From an optimization exercise on the open Yosys and OpenROAD flow, aimed at small area, a short achievable clock period and few clock cycles; shortcuts taken in it are not production practice.
In this exercise RTL edits were held to simulation tests only and were not proved equivalent to the original.
No activity file was given, so power comes from the tool's default toggle rates.

==> inputs of run M <==
## sic_engine
module sic_engine (
    input  wire         clk,
    input  wire         rst,
    input  wire         cmd_valid,
    output wire         cmd_ready,
    input  wire [31:0]  cmd_word,
    input  wire [63:0]  cmd_opnd,
    input  wire [127:0] cmd_iv,
    input  wire [7:0]   cmd_iv_len,
    input  wire [63:0]  cmd_in_len,
    input  wire [63:0]  cmd_out_cap,
    output reg          done,
    output reg  [63:0]  result,
    output reg  [2:0]   err,
    input  wire         in_valid,
    output wire         in_ready,
    input  wire [7:0]   in_data,
    output wire         out_valid,
    input  wire         out_ready,
    output wire [7:0]   out_data,
    output wire         bc_req_valid,
    input  wire         bc_req_ready,
    output reg  [1:0]   bc_req_op,
    output wire [127:0] bc_req_block,
    input  wire         bc_rsp_valid,
    input  wire         bc_rsp_err,
    input  wire [127:0] bc_rsp_data
);
clock: 10.0 ns
lec_check: 0
cap_margin: 20
core_margin: 2
core_utilization: 50
slew_margin: 20
standard.sh (not shown) runs the stock make flow with config.mk's settings and CLKGATE_MAP_FILE= SYNTH_SCRIPT=/design/flow/synth_recipe.tcl, a recipe that flattens the netlist after the stock synthesis.
==> flow/flow/run.sh <==
#!/bin/bash
# Own layout flow: the standard layout (standard.sh, standard synthesis
# unchanged), with a tighter setup-repair target for the resizer and the
# smallest buffer cell on the ports.  make's full output goes to
# standard_flow.log; each ORFS step keeps its own log under orfs/logs.
set -euo pipefail
cd "$(dirname "$0")/.."
bash standard.sh SETUP_SLACK_MARGIN=6.3 \
    'BUFFER_PORTS_ARGS=-buffer_cell sky130_fd_sc_hd__buf_1' \
    finish > standard_flow.log 2>&1
==> run H: changes against run M <==
==> flow/run.sh (new file) <==
#!/bin/bash
# synth_recipe.tcl (not shown) runs the flow's synth.tcl, then flattens the netlist and writes it again
# the make line also repeats each setting of config.mk as NAME=value (left out here)
make -C /OpenROAD-flow-scripts/flow DESIGN_CONFIG=/design/flow/config.mk WORK_HOME=/design/flow/orfs CLKGATE_MAP_FILE= SYNTH_SCRIPT=/design/flow/synth_recipe.tcl finish
SETUP_SLACK_MARGIN = 5   (was not set)
removed: flow/flow/run.sh
removed: flow/standard.sh
==> run A: changes against run M <==
--- a/flow/design.v
+++ b/flow/design.v
@@ -52,15 +52,16 @@
     reg         r_k;          
     reg         r_fin;        
     reg         q_rst_ok;     
     reg         q_su_done;    
     reg         q_proc;       
     reg         su_busy;
-    reg [2:0]   su_op;
-    reg [1:0]   su_k;
+    reg [3:0]   su_h;         
     reg         su_c;
+    reg         f_inc, f_skip, f_seek, f_gpos;    
+    reg         f_aiv;        
     reg         inc_pend;     
     reg         cop_pend;     
     reg [2:0]   cop;
     reg         avail;        
     reg         ctr_ok;       
     reg         reqd;         
@@ -109,35 +110,49 @@
     wire       acc_rch = is_xblk | (|cmd_opnd[63:5]) | (cmd_opnd[4:0] >= dd);
     wire go_xfer  = acc_ok & ((is_xblk & ~xblk_bad) | (is_xrng & ~xrng_bad));
     wire go_fetch = go_xfer & cur0 & ~(is_xrng & xrng_0);
     wire go_rst   = acc_ok & (is_reset | (is_init & ~init_bad));
     wire [127:0] ks_cur = {ks_lo, sel ? ks_t1 : ks_t0};
     wire [7:0]   kbyte  = ks_cur[127 - 8*cur -: 8];
-    wire [31:0] ctr_ch = ctr[32*su_k +: 32];
-    wire [31:0] iv_ch  = iv[32*su_k +: 32];
-    wire        su_iv  = (su_op == SU_SEEK) | (su_op == SU_LDIV);
-    wire        su_sgn = (su_op == SU_SKIP) & opq[63];
-    reg  [31:0] su_ob;
-    always @(*) begin
-        case (su_k)
-        2'd0:    su_ob = opq[35:4];
-        2'd1:    su_ob = {{4{su_sgn}}, opq[63:36]};
-        default: su_ob = {32{su_sgn}};
-        endcase
-    end
-    wire [31:0] su_a = su_iv ? iv_ch : ctr_ch;
-    wire [31:0] su_b = (su_op == SU_GPOS) ? ~iv_ch :
-                       ((su_op == SU_SKIP) | (su_op == SU_SEEK)) ? su_ob : 32'd0;
+    wire [31:0] ctr_ch = ({32{su_h[0]}} & ctr[31:0])  | ({32{su_h[1]}} & ctr[63:32]) |
+                         ({32{su_h[2]}} & ctr[95:64]) | ({32{su_h[3]}} & ctr[127:96]);
+    wire [31:0] iv_ch  = ({32{su_h[0]}} & iv[31:0])  | ({32{su_h[1]}} & iv[63:32]) |
+                         ({32{su_h[2]}} & iv[95:64]) | ({32{su_h[3]}} & iv[127:96]);
+    wire        su_sgn = f_skip & opq[63];
+    wire        f_opb  = f_skip | f_seek;
+    wire [31:0] su_ob  = ({32{su_h[0]}} & opq[35:4]) |
+                         ({32{su_h[1]}} & {{4{su_sgn}}, opq[63:36]}) |
+                         ({32{su_h[2] | su_h[3]}} & {32{su_sgn}});
+    wire [31:0] su_a = f_aiv ? iv_ch : ctr_ch;
+    wire [31:0] su_b = ({32{f_gpos}} & ~iv_ch) | ({32{f_opb}} & su_ob);
     wire [4:0]  c4   = {1'b0, opq[3:0]} + {1'b0, cur};
-    wire        cin0 = (su_op == SU_INC) | (su_op == SU_GPOS) | ((su_op == SU_SKIP) & c4[4]);
-    wire        su_ci = (su_k == 2'd0) ? cin0 : su_c;
-    wire [32:0] su_sum = {1'b0, su_a} + {1'b0, su_b} + {32'd0, su_ci};
-    wire        su_last = (su_op == SU_INC)  ? (~su_sum[32] | (su_k == 2'd3)) :
-                          (su_op == SU_GPOS) ? (su_k == 2'd1) :
-                          (su_op == SU_SKIP) ? ((su_k == 2'd3) | ((su_k == 2'd1) & (su_sum[32] == su_sgn))) :
-                          (su_k == 2'd3);
+    wire [31:0] pp = su_a ^ su_b;
+    wire [31:0] gg = su_a & su_b;
+    wire [31:0] pg_g [0:5];
+    wire [31:0] pg_p [0:5];
+    assign pg_g[0] = {gg[31:1], gg[0] | (pp[0] & su_c)};
+    assign pg_p[0] = pp;
+    genvar gl, gi;
+    generate
+        for (gl = 0; gl < 5; gl = gl + 1) begin : pfx_l
+            for (gi = 0; gi < 32; gi = gi + 1) begin : pfx_i
+                if ((gi >> gl) & 1) begin : cmb
+                    assign pg_g[gl+1][gi] = pg_g[gl][gi] | (pg_p[gl][gi] & pg_g[gl][((gi >> gl) << gl) - 1]);
+                    assign pg_p[gl+1][gi] = pg_p[gl][gi] & pg_p[gl][((gi >> gl) << gl) - 1];
+                end else begin : pas
+                    assign pg_g[gl+1][gi] = pg_g[gl][gi];
+                    assign pg_p[gl+1][gi] = pg_p[gl][gi];
+                end
+            end
+        end
+    endgenerate
+    wire [32:0] su_sum = {pg_g[5][31], pp ^ {pg_g[5][30:0], su_c}};
+    wire        su_last = su_h[3] |
+                          (f_inc  & (~su_c | ~(&ctr_ch))) |
+                          (f_gpos & su_h[1]) |
+                          (f_skip & su_h[2] & (su_c == su_sgn));
     wire        su_fin  = su_busy & su_last;
     wire take   = in_rdy & in_valid;
     wire give   = ov & out_ready;
     wire wrap   = take & (cur == 4'd15);
     wire rsp    = bc_rsp_valid & req_out;
     wire rsp_ok = rsp & ~bc_rsp_err;
@@ -166,12 +181,14 @@
     wire su_free  = ~su_busy & ~(req_v & (bc_req_op == BC_PROCESS));
     wire start_inc = inc_any & su_free;
     wire cop_now  = acc_ok & (is_skip | is_seek | is_gpos | is_reset | (is_init & ~init_bad));
     wire [2:0] cop_sel = cop_now ? (is_skip ? SU_SKIP : is_seek ? SU_SEEK : is_gpos ? SU_GPOS : SU_LDIV) : cop;
     wire start_cop = (cop_pend | cop_now) & su_free & ~inc_any;
     wire cop_pend_n = (cop_pend | cop_now) & ~start_cop;
+    wire [4:0] sk_sum = {1'b0, cop_now ? cmd_opnd[3:0] : opq[3:0]} + {1'b0, cur};
+    wire       sk_c4  = sk_sum[4];
     wire ctr_free = ~su_busy & ~inc_pend;
     always @(posedge clk) begin
         if (rst) begin
             s_idle   <= 1'b1;
             s_rst    <= 1'b0;
             s_xbyte  <= 1'b0;
@@ -196,41 +213,48 @@
             if (req_v & bc_req_ready) begin
                 req_v   <= 1'b0;
                 req_out <= 1'b1;
             end
             if (rsp)
                 req_out <= 1'b0;
-            if (start_inc) begin
-                su_busy <= 1'b1;
-                su_op   <= SU_INC;
-                su_k    <= 2'd0;
-            end else if (start_cop) begin
+            if (start_inc | start_cop) begin
                 su_busy <= 1'b1;
-                su_op   <= cop_sel;
-                su_k    <= 2'd0;
+                f_inc   <= start_inc;
+                f_skip  <= ~start_inc & (cop_sel == SU_SKIP);
+                f_seek  <= ~start_inc & (cop_sel == SU_SEEK);
+                f_gpos  <= ~start_inc & (cop_sel == SU_GPOS);
+                f_aiv   <= ~start_inc & ((cop_sel == SU_SEEK) | (cop_sel == SU_LDIV));
+                su_h    <= 4'b0001;
             end else if (su_fin) begin
                 su_busy <= 1'b0;
             end
             if (su_busy & ~su_last)
-                su_k <= su_k + 2'd1;
-            if (su_busy)
+                su_h <= {su_h[2:0], 1'b0};
+            if (start_inc)
+                su_c <= 1'b1;
+            else if (start_cop)
+                su_c <= (cop_sel == SU_GPOS) | ((cop_sel == SU_SKIP) & sk_c4);
+            else if (su_busy)
                 su_c <= su_sum[32];
             inc_pend <= inc_any & ~start_inc;
             cop_pend <= cop_pend_n;
             if (cop_now)
                 cop <= cop_sel;
             if (su_busy) begin
-                if (su_op == SU_GPOS) begin
-                    if (su_k == 2'd0) result[35:0] <= {su_sum[31:0], cur};
-                    else              result[63:36] <= su_sum[27:0];
+                if (f_gpos) begin
+                    if (su_h[0]) result[35:0] <= {su_sum[31:0], cur};
+                    if (su_h[1]) result[63:36] <= su_sum[27:0];
                 end else begin
-                    ctr[32*su_k +: 32] <= su_sum[31:0];
+                    if (su_h[0]) ctr[31:0]   <= su_sum[31:0];
+                    if (su_h[1]) ctr[63:32]  <= su_sum[31:0];
+                    if (su_h[2]) ctr[95:64]  <= su_sum[31:0];
+                    if (su_h[3]) ctr[127:96] <= su_sum[31:0];
                 end
-                if (su_k == 2'd0) begin
-                    if (su_op == SU_SKIP) cur <= c4[3:0];
-                    if (su_op == SU_SEEK) cur <= opq[3:0];
+                if (su_h[0]) begin
+                    if (f_skip) cur <= c4[3:0];
+                    if (f_seek) cur <= opq[3:0];
                 end
             end
             if (acc) begin
                 opq <= is_xblk ? 64'd16 : cmd_opnd;
                 rem <= is_xblk ? 64'd16 : cmd_opnd;
                 if (is_xbyte) opq[7:0] <= cmd_word[15:8];
@@ -348,13 +372,13 @@
                     done    <= 1'b1;
                     s_xbyte <= 1'b0;
                     s_idle  <= 1'b1;
                 end
             end
             if (s_skip) begin
-                if (su_fin & (su_op == SU_SKIP)) begin
+                if (su_fin & f_skip) begin
                     req_v     <= 1'b1;
                     bc_req_op <= BC_PROCESS;
                 end
                 if (rsp_bd) begin
                     err    <= E_COLLAB;
                     done   <= 1'b1;
@@ -366,17 +390,17 @@
                     done   <= 1'b1;
                     s_skip <= 1'b0;
                     s_idle <= 1'b1;
                 end
             end
             if (s_seek) begin
-                if (su_fin & (su_op == SU_SEEK))
+                if (su_fin & f_seek)
                     q_su_done <= 1'b1;
                 if (rsp_ok & ~q_proc)
                     q_rst_ok <= 1'b1;
-                if ((q_rst_ok | (rsp_ok & ~q_proc)) & (q_su_done | (su_fin & (su_op == SU_SEEK))) & ~q_proc) begin
+                if ((q_rst_ok | (rsp_ok & ~q_proc)) & (q_su_done | (su_fin & f_seek)) & ~q_proc) begin
                     q_proc    <= 1'b1;
                     req_v     <= 1'b1;
                     bc_req_op <= BC_PROCESS;
                 end
                 if (rsp_bd) begin
                     err      <= E_COLLAB;
@@ -389,13 +413,13 @@
                     err    <= E_OK;
                     done   <= 1'b1;
                     s_seek <= 1'b0;
                     s_idle <= 1'b1;
                 end
             end
-            if (s_gpos & su_fin & (su_op == SU_GPOS)) begin
+            if (s_gpos & su_fin & f_gpos) begin
                 err    <= E_OK;
                 done   <= 1'b1;
                 s_gpos <= 1'b0;
                 s_idle <= 1'b1;
             end
             if (rsp_ok & (s_xbyte | s_skip | (s_seek & q_proc) | s_xfer)) begin
==> flow/flow/run.sh (replaced) <==
#!/bin/bash
# Own layout flow: the standard layout (standard.sh, standard synthesis
# unchanged), with a tighter setup-repair target for the resizer and the
# smallest buffer cell on the ports.  make's full output goes to
# standard_flow.log; each ORFS step keeps its own log under orfs/logs.
set -euo pipefail
cd "$(dirname "$0")/.."
bash standard.sh SETUP_SLACK_MARGIN=5.8 \
    'BUFFER_PORTS_ARGS=-buffer_cell sky130_fd_sc_hd__buf_1' \
    finish > standard_flow.log 2>&1
CORE_UTILIZATION = 55   (was 50)
TNS_END_PERCENT = 0   (was not set)
==> PnR_summary.wiki <==
{| class="wikitable"
! Metric !! Value
|-
| Flip-flop and latch count || 665
|-
| Clock group share of total power || 41.0%
|-
| Result of the run || no timing/DRC/antenna violations
|-
| Post-CTS Setup Inserts || 30
|-
| Clock distribution power || 2.59 mW
|-
| Total of cells resized after clock tree synthesis || 160
|-
| Worst IR Drop VDD || 0.128 mV
|-
| Floorplan die area || 0.0656 mm2
|-
| Worst hold slack after final layout || 0.478 ns
|-
| Flip-flop and latch count after synthesis || 665
|-
| Worst Setup SP || cmd_opnd[33]
|-
| Multiplexer area fraction after synthesis || 3.53%
|-
| Worst flop-to-flop path endpoint || result[32]$_DFFE_PN_
|-
| Multi-input logic portion of the cell area || 35.4%
|-
| Total detailed-routing wirelength || 135 mm
|-
| Fmax || 220 MHz
|-
| Via total after detailed routing || 30800
|-
| Number of cells on the worst hold path || 1
|-
| Buffering stage count on the worst path with inverters included || 2
|-
| Delay of the slowest critical-path stage || 0.37 ns
|-
| RD Place Congestion || 1.01
|}
-- figures above: run A

==> PnR_summary.wiki <==
{| class="wikitable"
! Metric !! Value
|-
| Result of the run || no timing/DRC/antenna violations
|-
| Total detailed-routing wirelength || 143 mm
|-
| Worst flop-to-flop path endpoint || bc_req_op[1]$_SDFF_PP0_
|-
| Delay of the slowest critical-path stage || 0.86 ns
|-
| Total of cells resized after clock tree synthesis || 95
|-
| Multiplexer area fraction after synthesis || 7.57%
|-
| Post-CTS Setup Inserts || 24
|-
| Multi-input logic portion of the cell area || 33.6%
|-
| Flip-flop and latch count || 661
|-
| Number of cells on the worst hold path || 2
|-
| Worst IR Drop VDD || 0.146 mV
|-
| Clock group share of total power || 41.5%
|-
| Buffering stage count on the worst path with inverters included || 1
|-
| Worst Setup SP || cmd_word[2]
|-
| Fmax || 197 MHz
|-
| Clock distribution power || 2.74 mW
|-
| Worst hold slack after final layout || 0.531 ns
|}
-- figures above: run H

==> PnR_summary.wiki <==
{| class="wikitable"
! Metric !! Value
|-
| Result of the run || no timing/DRC/antenna violations
|-
| Delay of the slowest critical-path stage || 0.51 ns
|-
| Flip-flop and latch count after synthesis || 661
|-
| Fmax || 214 MHz
|-
| Worst flop-to-flop path endpoint || result[25]$_DFFE_PN_
|-
| Multi-input logic portion of the cell area || 37.9%
|-
| Worst Setup SP || su_k[0]$_SDFFCE_PN0P_
|-
| Worst hold slack after final layout || 0.528 ns
|-
| Worst IR Drop VDD || 0.145 mV
|-
| Flip-flop and latch count || 661
|-
| Number of cells on the worst hold path || 2
|}
-- figures above: run M

Testbench counts of run M, summed over its fixed seeds: cycles 76,302.
Testbench counts of run H, summed over its fixed seeds: cycles 76,302.
Testbench counts of run A, summed over its fixed seeds: cycles 76,497.

-- afterwards: timing with drivers on the ports --
Ports are ideal in the flow. The routed layouts listed here were re-timed in OpenROAD. Step 1: set_driving_cell puts a clkbuf_16 on clk and a buf_2 on each other input, an assumption about the parent block. Step 2 times the ports against the registers' clock, not the clock port: input delays grow and output delays shrink by t, the midpoint of the rising clock arrivals with the driver on. Three values: ideal, step 1, step 2; two values: the first two.
run | t (ns) | setup slack, ns | slew at the worst register clock pin (ns) | cell pins on the clock port's net
run M | 0.708 | 5.326 / 5.326 / 4.811 | 0.07 / 0.07 | 1
run H | 0.686 | 4.926 / 4.921 / 4.234 | 0.07 / 0.07 | 1
run A | 0.681 | 5.456 / 5.459 / 4.810 | 0.07 / 0.07 | 1
After both steps setup and hold are still met in every run listed. For run H, which loses most, drivers alone change the setup slack by -0.005 ns; drivers and shift together by -0.692 ns.
